What follows belongs to an exercise in optimizing a design on an open flow for small area, a short achievable clock period and few clock cycles; a production flow would make more cautious choices.
Where RTL was checked, it was by simulation tests only, not by an equivalence proof against the original.

==> job 6441 <==
==> flow/design.v <==
module alpide_decoder (
    input  wire        clk,
    input  wire        rst,
    input  wire        in_valid,
    output wire        in_ready,
    input  wire [1:0]  in_kind,
    input  wire [7:0]  in_data,
    output wire        out_valid,
    input  wire        out_ready,
    output wire        out_is_result,
    output wire [3:0]  hit_chip,
    output wire [5:0]  hit_region,
    output wire [9:0]  hit_dcol,
    output wire [10:0] hit_addr,
    output wire [3:0]  hit_flag,
    output wire        hit_prev_stuck,
    output wire [9:0]  hit_row,
    output wire [10:0] hit_col,
    output wire [2:0]  res_code,
    output wire        res_corrupt,
    output wire [2:0]  res_cause,
    output wire [15:0] res_pc,
    output wire [7:0]  res_byte,
    output wire [1:0]  res_remain,
    output wire [3:0]  st_chip,
    output wire [5:0]  st_region,
    output wire [3:0]  st_flags,
    output wire        st_new_event,
    output wire [3:0]  st_word_kind
);
    localparam [3:0] CHIP_ID_NONE = 4'd15;
    localparam [5:0] REGION_NONE  = 6'd32;
    localparam [3:0] K_IDLE     = 4'd0;
    localparam [3:0] K_BUSYON   = 4'd1;
    localparam [3:0] K_BUSYOFF  = 4'd2;
    localparam [3:0] K_EMPTY    = 4'd3;
    localparam [3:0] K_CHIPHDR  = 4'd4;
    localparam [3:0] K_CHIPTRL  = 4'd5;
    localparam [3:0] K_REGION   = 4'd6;
    localparam [3:0] K_DSHORT   = 4'd7;
    localparam [3:0] K_DLONG    = 4'd8;
    localparam [3:0] K_UNKNOWN  = 4'd9;
    localparam [2:0] R_SUCCESS    = 3'd0;
    localparam [2:0] R_FRAMING    = 3'd1;
    localparam [2:0] R_UNKNOWN    = 3'd2;
    localparam [2:0] R_INCOMPLETE = 3'd3;
    localparam [2:0] R_NOSTART    = 3'd4;
    localparam [2:0] R_TRUNCATED  = 3'd5;
    localparam [2:0] ST_WORD  = 3'd0;   
    localparam [2:0] ST_B2    = 3'd1;   
    localparam [2:0] ST_B3    = 3'd2;   
    localparam [2:0] ST_SKIP  = 3'd3;   
    localparam [2:0] ST_DRAIN = 3'd4;   
    reg  [2:0]  state;
    reg         in_rdy;
    reg  [3:0]  s_chip;
    reg  [5:0]  s_region;
    reg  [3:0]  s_flags;
    reg         s_new_event;
    reg  [3:0]  s_word_kind;
    reg         l_started;
    reg         l_finished;
    reg  [15:0] pc;           
    reg         pc_fresh;     
    reg  [7:0]  w_b0;         
    reg  [7:0]  w_b1;         
    reg         pend;         
    reg         res_wait;     
    reg  [2:0]  r_code;       
    reg         o_valid;
    reg         o_res;
    reg  [3:0]  e_chip;
    reg  [5:0]  e_region;
    reg  [3:0]  e_enc;
    reg  [10:0] o_addr;       
    reg  [2:0]  o_fl;         
    reg  [6:0]  e_map;        
    reg         last_valid;
    reg         corrupt;
    function [3:0] classify;
        input [7:0] b;
        begin
            if (b == 8'hFF)                  classify = K_IDLE;
            else if (b == 8'hF1)             classify = K_BUSYON;
            else if (b == 8'hF0)             classify = K_BUSYOFF;
            else if ((b & 8'hF0) == 8'hA0)   classify = K_CHIPHDR;
            else if ((b & 8'hF0) == 8'hB0)   classify = K_CHIPTRL;
            else if ((b & 8'hF0) == 8'hE0)   classify = K_EMPTY;
            else if ((b & 8'hE0) == 8'hC0)   classify = K_REGION;
            else if ((b & 8'hC0) == 8'h40)   classify = K_DSHORT;
            else if ((b & 8'hC0) == 8'h00)   classify = K_DLONG;
            else                             classify = K_UNKNOWN;
        end
    endfunction
    wire [3:0] kind   = classify(in_data);
    wire       pend_long = pend && !w_b0[6];
    wire in_fire   = in_valid && in_rdy;
    wire out_free  = !o_valid || out_ready;
    wire res_fire  = o_valid && o_res && out_ready;
    wire hit_fire  = o_valid && !o_res && out_ready;
    wire beat_byte = in_fire && (in_kind == 2'd0);
    wire beat_end  = in_fire && (in_kind == 2'd1);
    wire beat_clr  = in_fire && (in_kind == 2'd2);
    wire map_now   = beat_byte && (state == ST_B3);
    wire        map_busy = (e_map != 7'd0);
    wire [9:0]  b_addr   = {w_b0[1:0], w_b1};
    wire [3:0]  b_enc    = w_b0[5:2];
    wire        b_stuck  = last_valid && !s_new_event &&
                           ({s_region, b_enc} == {e_region, e_enc}) &&
                           ({1'b0, b_addr} <= o_addr);
    reg  [2:0]  x_idx;
    always @(*) begin
        casez (e_map)
            7'b??????1: x_idx = 3'd0;
            7'b?????10: x_idx = 3'd1;
            7'b????100: x_idx = 3'd2;
            7'b???1000: x_idx = 3'd3;
            7'b??10000: x_idx = 3'd4;
            7'b?100000: x_idx = 3'd5;
            default:    x_idx = 3'd6;
        endcase
    end
    wire [10:0] x_addr = o_addr + {8'd0, x_idx} + 11'd1;
    reg  [6:0]  x_map;
    always @(*) begin
        case (x_idx)
            3'd0:    x_map = {1'b0, e_map[6:1]};
            3'd1:    x_map = {2'b0, e_map[6:2]};
            3'd2:    x_map = {3'b0, e_map[6:3]};
            3'd3:    x_map = {4'b0, e_map[6:4]};
            3'd4:    x_map = {5'b0, e_map[6:5]};
            3'd5:    x_map = {6'b0, e_map[6]};
            default: x_map = 7'd0;
        endcase
    end
    wire emit_pend  = out_free && pend && (pend_long || !map_busy);
    wire emit_now   = out_free && map_now && !pend && !map_busy;
    wire emit_base  = emit_pend || emit_now;
    wire emit_extra = out_free && !emit_base && map_busy && !(pend && pend_long);
    wire res_ready  = !pend && !map_busy && !emit_base && !emit_extra;
    wire emit_res   = out_free && res_ready && (res_wait || beat_end);
    wire [2:0]  b_fl = b_stuck ? 3'd5 : s_region[5] ? 3'd3 :
                       (s_chip == CHIP_ID_NONE) ? 3'd1 : 3'd0;
    wire [2:0]  x_fl = x_addr[10] ? 3'd4 : e_region[5] ? 3'd3 :
                       (e_chip == CHIP_ID_NONE) ? 3'd1 : 3'd0;
    reg  [2:0]  state_n;
    reg         pend_n;
    reg  [6:0]  e_map_n;
    reg         o_valid_n;
    reg         o_res_n;
    reg         res_wait_n;
    always @(*) begin
        state_n = state;
        if (res_fire)
            state_n = ST_WORD;
        else if (beat_byte) begin
            case (state)
                ST_WORD: begin
                    case (kind)
                        K_UNKNOWN: state_n = ST_DRAIN;
                        K_EMPTY, K_CHIPHDR: state_n = ST_SKIP;
                        K_CHIPTRL: if (!l_started || l_finished) state_n = ST_DRAIN;
                        K_REGION:  if (!l_started) state_n = ST_DRAIN;
                        K_DSHORT, K_DLONG:
                                   state_n = l_started ? ST_B2 : ST_DRAIN;
                        default: ;
                    endcase
                end
                ST_SKIP: state_n = ST_WORD;
                ST_B2:   state_n = w_b0[6] ? ST_WORD : ST_B3;
                ST_B3:   state_n = ST_WORD;
                default: ;
            endcase
        end
        pend_n = pend;
        if (emit_pend) pend_n = 1'b0;
        if (beat_byte && state == ST_B2 && w_b0[6]) pend_n = 1'b1;
        if (map_now && !emit_now) pend_n = 1'b1;
        e_map_n = e_map;
        if (emit_extra) e_map_n = x_map;
        if (map_now)    e_map_n = in_data[6:0];
        o_valid_n = o_valid && !out_ready;
        o_res_n   = o_res;
        if (emit_base || emit_extra) begin
            o_valid_n = 1'b1; o_res_n = 1'b0;
        end
        if (emit_res) begin
            o_valid_n = 1'b1; o_res_n = 1'b1;
        end
        res_wait_n = (res_wait || beat_end) && !emit_res;
    end
    wire [6:0] e_map_x = emit_extra ? x_map : e_map;
    wire       b3_n    = (state == ST_B2 && beat_byte && !w_b0[6]) ||
                         (state == ST_B3 && !map_now && !res_fire);
    wire rdy_n = !res_wait_n && !(o_valid_n && o_res_n) &&
                 !(pend_n && (o_valid_n || (w_b0[6] && e_map_x != 7'd0))) &&
                 !(b3_n && e_map_x != 7'd0);
    wire [1:0] w_len = w_b0[7] ? ((w_b0[5:4] == 2'b10) ? 2'd2 : 2'd1)
                               : (w_b0[6] ? 2'd2 : 2'd3);
    always @(posedge clk) begin
        if (rst) begin
            state       <= ST_WORD;
            in_rdy      <= 1'b1;
            s_chip      <= CHIP_ID_NONE;
            s_region    <= REGION_NONE;
            s_flags     <= 4'd0;
            s_new_event <= 1'b1;
            l_started   <= 1'b0;
            l_finished  <= 1'b0;
            pc_fresh    <= 1'b1;
            pend        <= 1'b0;
            res_wait    <= 1'b0;
            o_valid     <= 1'b0;
            o_res       <= 1'b0;
            e_map       <= 7'd0;
            last_valid  <= 1'b0;
            corrupt     <= 1'b0;
        end else begin
            state     <= state_n;
            in_rdy    <= rdy_n;
            pend      <= pend_n;
            e_map     <= e_map_n;
            o_valid   <= o_valid_n;
            o_res     <= o_res_n;
            res_wait  <= res_wait_n;
            if (beat_byte && state == ST_WORD) begin
                pc       <= pc_fresh ? 16'd0 : pc + {14'd0, w_len};
                pc_fresh <= 1'b0;
            end
            if (emit_base) begin
                e_chip      <= s_chip;
                e_region    <= s_region;
                e_enc       <= b_enc;
                o_addr      <= {1'b0, b_addr};
                o_fl        <= b_fl;
                last_valid  <= 1'b1;
                s_new_event <= 1'b0;
            end
            if (emit_extra) begin
                o_addr  <= x_addr;
                o_fl    <= x_fl;
            end
            if (hit_fire && o_fl != 3'd0)
                corrupt <= 1'b1;
            if (res_fire) begin
                l_started  <= 1'b0;
                l_finished <= 1'b0;
                s_region   <= REGION_NONE;
                s_chip     <= CHIP_ID_NONE;
                s_flags    <= 4'd0;
                pc_fresh   <= 1'b1;
                corrupt    <= 1'b0;
            end
            if (beat_clr)
                last_valid <= 1'b0;
            if (beat_end) begin
                if (state == ST_B2 || state == ST_B3)
                    r_code <= R_TRUNCATED;
                else if (state != ST_DRAIN) begin
                    if (l_started && !l_finished) r_code <= R_INCOMPLETE;
                    else if (!l_started)          r_code <= R_NOSTART;
                    else                          r_code <= R_SUCCESS;
                end
            end
            if (beat_byte) begin
                case (state)
                    ST_WORD: begin
                        s_word_kind <= kind;
                        w_b0        <= in_data;
                        case (kind)
                            K_UNKNOWN: r_code <= R_UNKNOWN;
                            K_EMPTY: begin
                                l_started  <= 1'b1;
                                l_finished <= 1'b1;
                                s_chip     <= in_data[3:0];
                            end
                            K_CHIPHDR: begin
                                l_started   <= 1'b1;
                                l_finished  <= 1'b0;
                                s_new_event <= 1'b1;
                                s_chip      <= in_data[3:0];
                            end
                            K_CHIPTRL: begin
                                if (!l_started || l_finished)
                                    r_code <= R_FRAMING;
                                else begin
                                    s_flags    <= in_data[3:0];
                                    l_finished <= 1'b1;
                                    s_chip     <= CHIP_ID_NONE;
                                end
                            end
                            K_REGION: begin
                                if (!l_started)
                                    r_code <= R_FRAMING;
                                else begin
                                    s_region    <= {1'b0, in_data[4:0]};
                                    s_new_event <= 1'b0;
                                end
                            end
                            K_DSHORT, K_DLONG:
                                if (!l_started) r_code <= R_FRAMING;
                            default: ;
                        endcase
                    end
                    ST_B2: w_b1 <= in_data;
                    default: ;
                endcase
            end
        end
    end
    assign in_ready       = in_rdy;
    assign out_valid      = o_valid;
    assign out_is_result  = o_res;
    assign hit_chip       = e_chip;
    assign hit_region     = e_region;
    assign hit_dcol       = {e_region, e_enc};
    assign hit_addr       = o_addr;
    assign hit_flag       = {1'b0, o_fl};
    assign hit_prev_stuck = o_fl[2] & o_fl[0];
    assign hit_row        = {o_addr[10:2], ~o_addr[0]};
    assign hit_col        = {e_region, e_enc, o_addr[1] ^ o_addr[0]};
    assign res_code       = r_code;
    assign res_corrupt    = corrupt;
    assign res_cause      = {!w_b0[7], w_b0[7] & (w_b0[6] | l_started),
                             w_b0[7] & (w_b0[6] | !l_started)};
    assign res_pc         = pc;
    assign res_byte       = w_b0;
    assign res_remain     = state[1:0];
    assign st_chip        = s_chip;
    assign st_region      = s_region;
    assign st_flags       = s_flags;
    assign st_new_event   = s_new_event;
    assign st_word_kind   = s_word_kind;
endmodule
==> flow/flow/run.sh <==
#!/bin/bash
# Standard ORFS layout (the standard.sh, unchanged synthesis), except that
# the port buffers that global placement inserts use the small buf_1 cell and
# the timing repair aims at a tighter setup margin.
set -euo pipefail
MARGIN=$(cat flow/margin.txt)
bash standard.sh "BUFFER_PORTS_ARGS=-buffer_cell sky130_fd_sc_hd__buf_1" "SETUP_SLACK_MARGIN=$MARGIN" finish > standard.log 2>&1
==> flow/flow/margin.txt <==
5.0
==> flow/standard.sh <==
#!/bin/bash
# synth_recipe.tcl (not shown) runs the flow's synth.tcl, then flattens the netlist and writes it again
# the make line also repeats each setting of config.mk as NAME=value (left out here)
make -C /OpenROAD-flow-scripts/flow DESIGN_CONFIG=/design/flow/config.mk WORK_HOME=/design/flow/orfs CLKGATE_MAP_FILE= SYNTH_SCRIPT=/design/flow/synth_recipe.tcl "${@:-finish}"
==> flow/config.mk <==
export PLATFORM = sky130hd
export DESIGN_NAME = alpide_decoder
export DESIGN_NICKNAME = alpide_decoder
export VERILOG_FILES = /design/flow/design.v
export SDC_FILE = /design/flow/constraint.sdc
export NUM_CORES = 4
export LEC_CHECK = 0
export CAP_MARGIN = 0
export CORE_MARGIN = 2
export CORE_UTILIZATION = 60
export CTS_BUF_LIST = sky130_fd_sc_hd__clkbuf_4 sky130_fd_sc_hd__clkbuf_8
export CTS_CLUSTER_DIAMETER = 100
export CTS_CLUSTER_SIZE = 40
export SLEW_MARGIN = 0
==> flow/constraint.sdc <==
create_clock -name core_clock -period 8.0 [get_ports {clk}]
set_input_delay 1.6000 -clock core_clock [delete_from_list [all_inputs] [get_ports {clk}]]
set_output_delay 1.6000 -clock core_clock [all_outputs]
set_load 0.01 [all_outputs]
==> inputs of job 3291, as changes to job 6441 <==
--- a/flow/design.v
+++ b/flow/design.v
@@ -48,7 +48,7 @@
     localparam [2:0] R_TRUNCATED  = 3'd5;
     localparam [2:0] ST_WORD  = 3'd0;   
-    localparam [2:0] ST_B2    = 3'd1;   
-    localparam [2:0] ST_B3    = 3'd2;   
-    localparam [2:0] ST_SKIP  = 3'd3;   
+    localparam [2:0] ST_SKIP  = 3'd1;   
+    localparam [2:0] ST_B2    = 3'd2;   
+    localparam [2:0] ST_B3    = 3'd3;   
     localparam [2:0] ST_DRAIN = 3'd4;   
     reg  [2:0]  state;
@@ -62,5 +62,4 @@
     reg         l_finished;
     reg  [15:0] pc;           
-    reg         pc_fresh;     
     reg  [7:0]  w_b0;         
     reg  [7:0]  w_b1;         
@@ -74,5 +73,5 @@
     reg  [3:0]  e_enc;
     reg  [10:0] o_addr;       
-    reg  [2:0]  o_fl;         
+    reg         o_stuck;
     reg  [6:0]  e_map;        
     reg         last_valid;
@@ -140,8 +139,8 @@
     wire res_ready  = !pend && !map_busy && !emit_base && !emit_extra;
     wire emit_res   = out_free && res_ready && (res_wait || beat_end);
-    wire [2:0]  b_fl = b_stuck ? 3'd5 : s_region[5] ? 3'd3 :
-                       (s_chip == CHIP_ID_NONE) ? 3'd1 : 3'd0;
-    wire [2:0]  x_fl = x_addr[10] ? 3'd4 : e_region[5] ? 3'd3 :
-                       (e_chip == CHIP_ID_NONE) ? 3'd1 : 3'd0;
+    wire [3:0]  o_flag = o_stuck       ? 4'd5 :
+                         o_addr[10]    ? 4'd4 :
+                         e_region[5]   ? 4'd3 :
+                         (e_chip == CHIP_ID_NONE) ? 4'd1 : 4'd0;
     reg  [2:0]  state_n;
     reg         pend_n;
@@ -190,12 +189,19 @@
         res_wait_n = (res_wait || beat_end) && !emit_res;
     end
-    wire [6:0] e_map_x = emit_extra ? x_map : e_map;
-    wire       b3_n    = (state == ST_B2 && beat_byte && !w_b0[6]) ||
-                         (state == ST_B3 && !map_now && !res_fire);
     wire rdy_n = !res_wait_n && !(o_valid_n && o_res_n) &&
-                 !(pend_n && (o_valid_n || (w_b0[6] && e_map_x != 7'd0))) &&
-                 !(b3_n && e_map_x != 7'd0);
-    wire [1:0] w_len = w_b0[7] ? ((w_b0[5:4] == 2'b10) ? 2'd2 : 2'd1)
-                               : (w_b0[6] ? 2'd2 : 2'd3);
+                 !(pend_n && (o_valid_n || (w_b0[6] && e_map_n != 7'd0))) &&
+                 !(state_n == ST_B3 && e_map_n != 7'd0);
+    reg [1:0] pc_inc;
+    always @(*) begin
+        case (state)
+            ST_WORD: pc_inc = 2'd1;
+            ST_B3:   pc_inc = 2'd3;
+            default: pc_inc = 2'd2;
+        endcase
+    end
+    wire pc_step = beat_byte &&
+                   ((state == ST_WORD && state_n == ST_WORD) ||
+                    state == ST_SKIP || state == ST_B3 ||
+                    (state == ST_B2 && w_b0[6]));
     always @(posedge clk) begin
         if (rst) begin
@@ -208,5 +214,5 @@
             l_started   <= 1'b0;
             l_finished  <= 1'b0;
-            pc_fresh    <= 1'b1;
+            pc          <= 16'd0;
             pend        <= 1'b0;
             res_wait    <= 1'b0;
@@ -224,8 +230,6 @@
             o_res     <= o_res_n;
             res_wait  <= res_wait_n;
-            if (beat_byte && state == ST_WORD) begin
-                pc       <= pc_fresh ? 16'd0 : pc + {14'd0, w_len};
-                pc_fresh <= 1'b0;
-            end
+            if (pc_step)
+                pc <= pc + {14'd0, pc_inc};
             if (emit_base) begin
                 e_chip      <= s_chip;
@@ -233,5 +237,5 @@
                 e_enc       <= b_enc;
                 o_addr      <= {1'b0, b_addr};
-                o_fl        <= b_fl;
+                o_stuck     <= b_stuck;
                 last_valid  <= 1'b1;
                 s_new_event <= 1'b0;
@@ -239,7 +243,7 @@
             if (emit_extra) begin
                 o_addr  <= x_addr;
-                o_fl    <= x_fl;
+                o_stuck <= 1'b0;
             end
-            if (hit_fire && o_fl != 3'd0)
+            if (hit_fire && o_flag != 4'd0)
                 corrupt <= 1'b1;
             if (res_fire) begin
@@ -249,5 +253,5 @@
                 s_chip     <= CHIP_ID_NONE;
                 s_flags    <= 4'd0;
-                pc_fresh   <= 1'b1;
+                pc         <= 16'd0;
                 corrupt    <= 1'b0;
             end
@@ -316,6 +320,6 @@
     assign hit_dcol       = {e_region, e_enc};
     assign hit_addr       = o_addr;
-    assign hit_flag       = {1'b0, o_fl};
-    assign hit_prev_stuck = o_fl[2] & o_fl[0];
+    assign hit_flag       = o_flag;
+    assign hit_prev_stuck = o_stuck;
     assign hit_row        = {o_addr[10:2], ~o_addr[0]};
     assign hit_col        = {e_region, e_enc, o_addr[1] ^ o_addr[0]};
@@ -326,5 +330,5 @@
     assign res_pc         = pc;
     assign res_byte       = w_b0;
-    assign res_remain     = state[1:0];
+    assign res_remain     = (state == ST_B3) ? 2'd2 : 2'd1;
     assign st_chip        = s_chip;
     assign st_region      = s_region;
==> flow/run.sh (new file) <==
#!/bin/bash
# synth_recipe.tcl (not shown) runs the flow's synth.tcl, then flattens the netlist and writes it again
# the make line also repeats each setting of config.mk as NAME=value (left out here)
make -C /OpenROAD-flow-scripts/flow DESIGN_CONFIG=/design/flow/config.mk WORK_HOME=/design/flow/orfs CLKGATE_MAP_FILE= SYNTH_SCRIPT=/design/flow/synth_recipe.tcl finish
Settings changed: CAP_MARGIN 0 to 20, CORE_UTILIZATION 60 to 40, SETUP_SLACK_MARGIN set to 5, SLEW_MARGIN 0 to 20.
removed: flow/flow/run.sh
removed: flow/flow/margin.txt
removed: flow/standard.sh
==> inputs of job 4341, as changes to job 6441 <==
--- a/flow/design.v
+++ b/flow/design.v
@@ -48,7 +48,7 @@
     localparam [2:0] R_TRUNCATED  = 3'd5;
     localparam [2:0] ST_WORD  = 3'd0;   
-    localparam [2:0] ST_B2    = 3'd1;   
-    localparam [2:0] ST_B3    = 3'd2;   
-    localparam [2:0] ST_SKIP  = 3'd3;   
+    localparam [2:0] ST_SKIP  = 3'd1;   
+    localparam [2:0] ST_B2    = 3'd2;   
+    localparam [2:0] ST_B3    = 3'd3;   
     localparam [2:0] ST_DRAIN = 3'd4;   
     reg  [2:0]  state;
@@ -58,14 +58,11 @@
     reg  [3:0]  s_flags;
     reg         s_new_event;
-    reg  [3:0]  s_word_kind;
     reg         l_started;
     reg         l_finished;
     reg  [15:0] pc;           
-    reg         pc_fresh;     
     reg  [7:0]  w_b0;         
     reg  [7:0]  w_b1;         
     reg         pend;         
     reg         res_wait;     
-    reg  [2:0]  r_code;       
     reg         o_valid;
     reg         o_res;
@@ -74,5 +71,5 @@
     reg  [3:0]  e_enc;
     reg  [10:0] o_addr;       
-    reg  [2:0]  o_fl;         
+    reg         o_stuck;
     reg  [6:0]  e_map;        
     reg         last_valid;
@@ -94,4 +91,5 @@
     endfunction
     wire [3:0] kind   = classify(in_data);
+    wire [3:0] b0kind = classify(w_b0);    
     wire       pend_long = pend && !w_b0[6];
     wire in_fire   = in_valid && in_rdy;
@@ -140,8 +138,8 @@
     wire res_ready  = !pend && !map_busy && !emit_base && !emit_extra;
     wire emit_res   = out_free && res_ready && (res_wait || beat_end);
-    wire [2:0]  b_fl = b_stuck ? 3'd5 : s_region[5] ? 3'd3 :
-                       (s_chip == CHIP_ID_NONE) ? 3'd1 : 3'd0;
-    wire [2:0]  x_fl = x_addr[10] ? 3'd4 : e_region[5] ? 3'd3 :
-                       (e_chip == CHIP_ID_NONE) ? 3'd1 : 3'd0;
+    wire [3:0]  o_flag = o_stuck       ? 4'd5 :
+                         o_addr[10]    ? 4'd4 :
+                         e_region[5]   ? 4'd3 :
+                         (e_chip == CHIP_ID_NONE) ? 4'd1 : 4'd0;
     reg  [2:0]  state_n;
     reg         pend_n;
@@ -190,12 +188,19 @@
         res_wait_n = (res_wait || beat_end) && !emit_res;
     end
-    wire [6:0] e_map_x = emit_extra ? x_map : e_map;
-    wire       b3_n    = (state == ST_B2 && beat_byte && !w_b0[6]) ||
-                         (state == ST_B3 && !map_now && !res_fire);
     wire rdy_n = !res_wait_n && !(o_valid_n && o_res_n) &&
-                 !(pend_n && (o_valid_n || (w_b0[6] && e_map_x != 7'd0))) &&
-                 !(b3_n && e_map_x != 7'd0);
-    wire [1:0] w_len = w_b0[7] ? ((w_b0[5:4] == 2'b10) ? 2'd2 : 2'd1)
-                               : (w_b0[6] ? 2'd2 : 2'd3);
+                 !(pend_n && (o_valid_n || (w_b0[6] && e_map_n != 7'd0))) &&
+                 !(state_n == ST_B3 && e_map_n != 7'd0);
+    reg [1:0] pc_inc;
+    always @(*) begin
+        case (state)
+            ST_WORD: pc_inc = 2'd1;
+            ST_B3:   pc_inc = 2'd3;
+            default: pc_inc = 2'd2;
+        endcase
+    end
+    wire pc_step = beat_byte &&
+                   ((state == ST_WORD && state_n == ST_WORD) ||
+                    state == ST_SKIP || state == ST_B3 ||
+                    (state == ST_B2 && w_b0[6]));
     always @(posedge clk) begin
         if (rst) begin
@@ -208,5 +213,5 @@
             l_started   <= 1'b0;
             l_finished  <= 1'b0;
-            pc_fresh    <= 1'b1;
+            pc          <= 16'd0;
             pend        <= 1'b0;
             res_wait    <= 1'b0;
@@ -224,8 +229,6 @@
             o_res     <= o_res_n;
             res_wait  <= res_wait_n;
-            if (beat_byte && state == ST_WORD) begin
-                pc       <= pc_fresh ? 16'd0 : pc + {14'd0, w_len};
-                pc_fresh <= 1'b0;
-            end
+            if (pc_step)
+                pc <= pc + {14'd0, pc_inc};
             if (emit_base) begin
                 e_chip      <= s_chip;
@@ -233,5 +236,5 @@
                 e_enc       <= b_enc;
                 o_addr      <= {1'b0, b_addr};
-                o_fl        <= b_fl;
+                o_stuck     <= b_stuck;
                 last_valid  <= 1'b1;
                 s_new_event <= 1'b0;
@@ -239,7 +242,7 @@
             if (emit_extra) begin
                 o_addr  <= x_addr;
-                o_fl    <= x_fl;
+                o_stuck <= 1'b0;
             end
-            if (hit_fire && o_fl != 3'd0)
+            if (hit_fire && o_flag != 4'd0)
                 corrupt <= 1'b1;
             if (res_fire) begin
@@ -249,25 +252,14 @@
                 s_chip     <= CHIP_ID_NONE;
                 s_flags    <= 4'd0;
-                pc_fresh   <= 1'b1;
+                pc         <= 16'd0;
                 corrupt    <= 1'b0;
             end
             if (beat_clr)
                 last_valid <= 1'b0;
-            if (beat_end) begin
-                if (state == ST_B2 || state == ST_B3)
-                    r_code <= R_TRUNCATED;
-                else if (state != ST_DRAIN) begin
-                    if (l_started && !l_finished) r_code <= R_INCOMPLETE;
-                    else if (!l_started)          r_code <= R_NOSTART;
-                    else                          r_code <= R_SUCCESS;
-                end
-            end
             if (beat_byte) begin
                 case (state)
                     ST_WORD: begin
-                        s_word_kind <= kind;
                         w_b0        <= in_data;
                         case (kind)
-                            K_UNKNOWN: r_code <= R_UNKNOWN;
                             K_EMPTY: begin
                                 l_started  <= 1'b1;
@@ -282,7 +274,5 @@
                             end
                             K_CHIPTRL: begin
-                                if (!l_started || l_finished)
-                                    r_code <= R_FRAMING;
-                                else begin
+                                if (l_started && !l_finished) begin
                                     s_flags    <= in_data[3:0];
                                     l_finished <= 1'b1;
@@ -291,13 +281,9 @@
                             end
                             K_REGION: begin
-                                if (!l_started)
-                                    r_code <= R_FRAMING;
-                                else begin
+                                if (l_started) begin
                                     s_region    <= {1'b0, in_data[4:0]};
                                     s_new_event <= 1'b0;
                                 end
                             end
-                            K_DSHORT, K_DLONG:
-                                if (!l_started) r_code <= R_FRAMING;
                             default: ;
                         endcase
@@ -316,8 +302,21 @@
     assign hit_dcol       = {e_region, e_enc};
     assign hit_addr       = o_addr;
-    assign hit_flag       = {1'b0, o_fl};
-    assign hit_prev_stuck = o_fl[2] & o_fl[0];
+    assign hit_flag       = o_flag;
+    assign hit_prev_stuck = o_stuck;
     assign hit_row        = {o_addr[10:2], ~o_addr[0]};
     assign hit_col        = {e_region, e_enc, o_addr[1] ^ o_addr[0]};
+    reg [2:0] r_code;
+    always @(*) begin
+        if (state == ST_DRAIN)
+            r_code = (b0kind == K_UNKNOWN) ? R_UNKNOWN : R_FRAMING;
+        else if (state == ST_B2 || state == ST_B3)
+            r_code = R_TRUNCATED;
+        else if (l_started && !l_finished)
+            r_code = R_INCOMPLETE;
+        else if (!l_started)
+            r_code = R_NOSTART;
+        else
+            r_code = R_SUCCESS;
+    end
     assign res_code       = r_code;
     assign res_corrupt    = corrupt;
@@ -326,9 +325,9 @@
     assign res_pc         = pc;
     assign res_byte       = w_b0;
-    assign res_remain     = state[1:0];
+    assign res_remain     = (state == ST_B3) ? 2'd2 : 2'd1;
     assign st_chip        = s_chip;
     assign st_region      = s_region;
     assign st_flags       = s_flags;
     assign st_new_event   = s_new_event;
-    assign st_word_kind   = s_word_kind;
+    assign st_word_kind   = b0kind;
 endmodule
==> flow/run.sh (new file) <==
#!/bin/bash
# synth_recipe.tcl (not shown) runs the flow's synth.tcl, then flattens the netlist and writes it again
# the make line also repeats each setting of config.mk as NAME=value (left out here)
make -C /OpenROAD-flow-scripts/flow DESIGN_CONFIG=/design/flow/config.mk WORK_HOME=/design/flow/orfs CLKGATE_MAP_FILE= SYNTH_SCRIPT=/design/flow/synth_recipe.tcl finish
Settings changed: CAP_MARGIN 0 to 20, CORE_UTILIZATION 60 to 40, CTS_BUF_LIST sky130_fd_sc_hd__clkbuf_4 sky130_fd_sc_hd__clkbuf_8 to unset, CTS_CLUSTER_DIAMETER 100 to unset, CTS_CLUSTER_SIZE 40 to unset, SLEW_MARGIN 0 to 20.
removed: flow/flow/run.sh
removed: flow/flow/margin.txt
removed: flow/standard.sh
==> flow_summary_export.csv <==
group,metric,value,unit
run_status,status,"timing/DRC/antenna clean",
floorplan,start_util,0.4127,
sta,max_freq,310.8,MHz
cells_and_area,n_all_buffers,195,
routing,first_iter_violations,358,
yosys,yosysSeqAreaShare,0.4488,
cells_and_area,regArea,2520,um^2
placed_design,dp_slack,3.367,ns
routing,wl_met1,7.089,mm
cells_and_area,fin_cells,921,
the above is filed under job 3291

==> flow_summary_export.csv <==
group,metric,value,unit
yosys,synth-edff-count,42,
yosys,yosysSeqAreaShare,0.4410,
routing,wl_met1,6.430,mm
placed_design,dp_slack,3.143,ns
cells_and_area,largest_reg_flops,16,
run_status,status,"timing/DRC/antenna clean",
placed_design,port-buffer-count,124,
cells_and_area,n_all_buffers,126,
sta,max_freq,232.8,MHz
the above is filed under job 4341

==> flow_summary_export.csv <==
group,metric,value,unit
run_status,status,"timing/DRC/antenna clean",
cells_and_area,fin_cells,787,
floorplan,start_util,0.6125,
yosys,yosysSeqAreaShare,0.4862,
routing,first_iter_violations,238,
cells_and_area,regArea,2714,um^2
placed_design,dp_slack,4.078,ns
the above is filed under job 6441

Testbench counts of job 6441, summed over its fixed seeds: cycles 102,851.
Function not checked in job 3291 and job 4341: the RTL went through the layout flow alone.

-- separate check: timing with driven ports --
The flow's constraints put no driver on any port. The routed layouts listed below were extracted and timed again, unchanged, in two steps. Step 1 (the two cells are an assumption about what drives the block):
set clk [get_ports {clk}]
set_driving_cell -lib_cell sky130_fd_sc_hd__clkbuf_16 $clk
set_driving_cell -lib_cell sky130_fd_sc_hd__buf_2 [delete_from_list [all_inputs] $clk]
Step 2 moves the port delays by t, midway between the first and last clock arrival at a register: inputs arrive t later, outputs are due t later. That takes back most of the time a late clock gives input paths. Three values: no drivers, after step 1, after step 2; two values: the first two.
| run | shift t [ns] | slack for setup (ns) | slew at the worst register clock pin (ns) | worst slew at a driven data input, ns |
|---|---|---|---|---|
| job 6441 | 0.392 | 5.108 / 5.113 / 4.730 | 0.11 / 0.11 | 0.05 |
| job 3291 | 0.409 | 4.782 / 4.735 / 4.325 | 0.10 / 0.10 | 0.08 |
| job 4341 | 0.380 | 3.705 / 3.665 / 3.550 | 0.07 / 0.07 | 0.04 |
After both steps every run listed still meets setup and hold. The setup slack of job 3291, which loses most, moves by -0.047 ns with the drivers and by -0.457 ns with both steps.
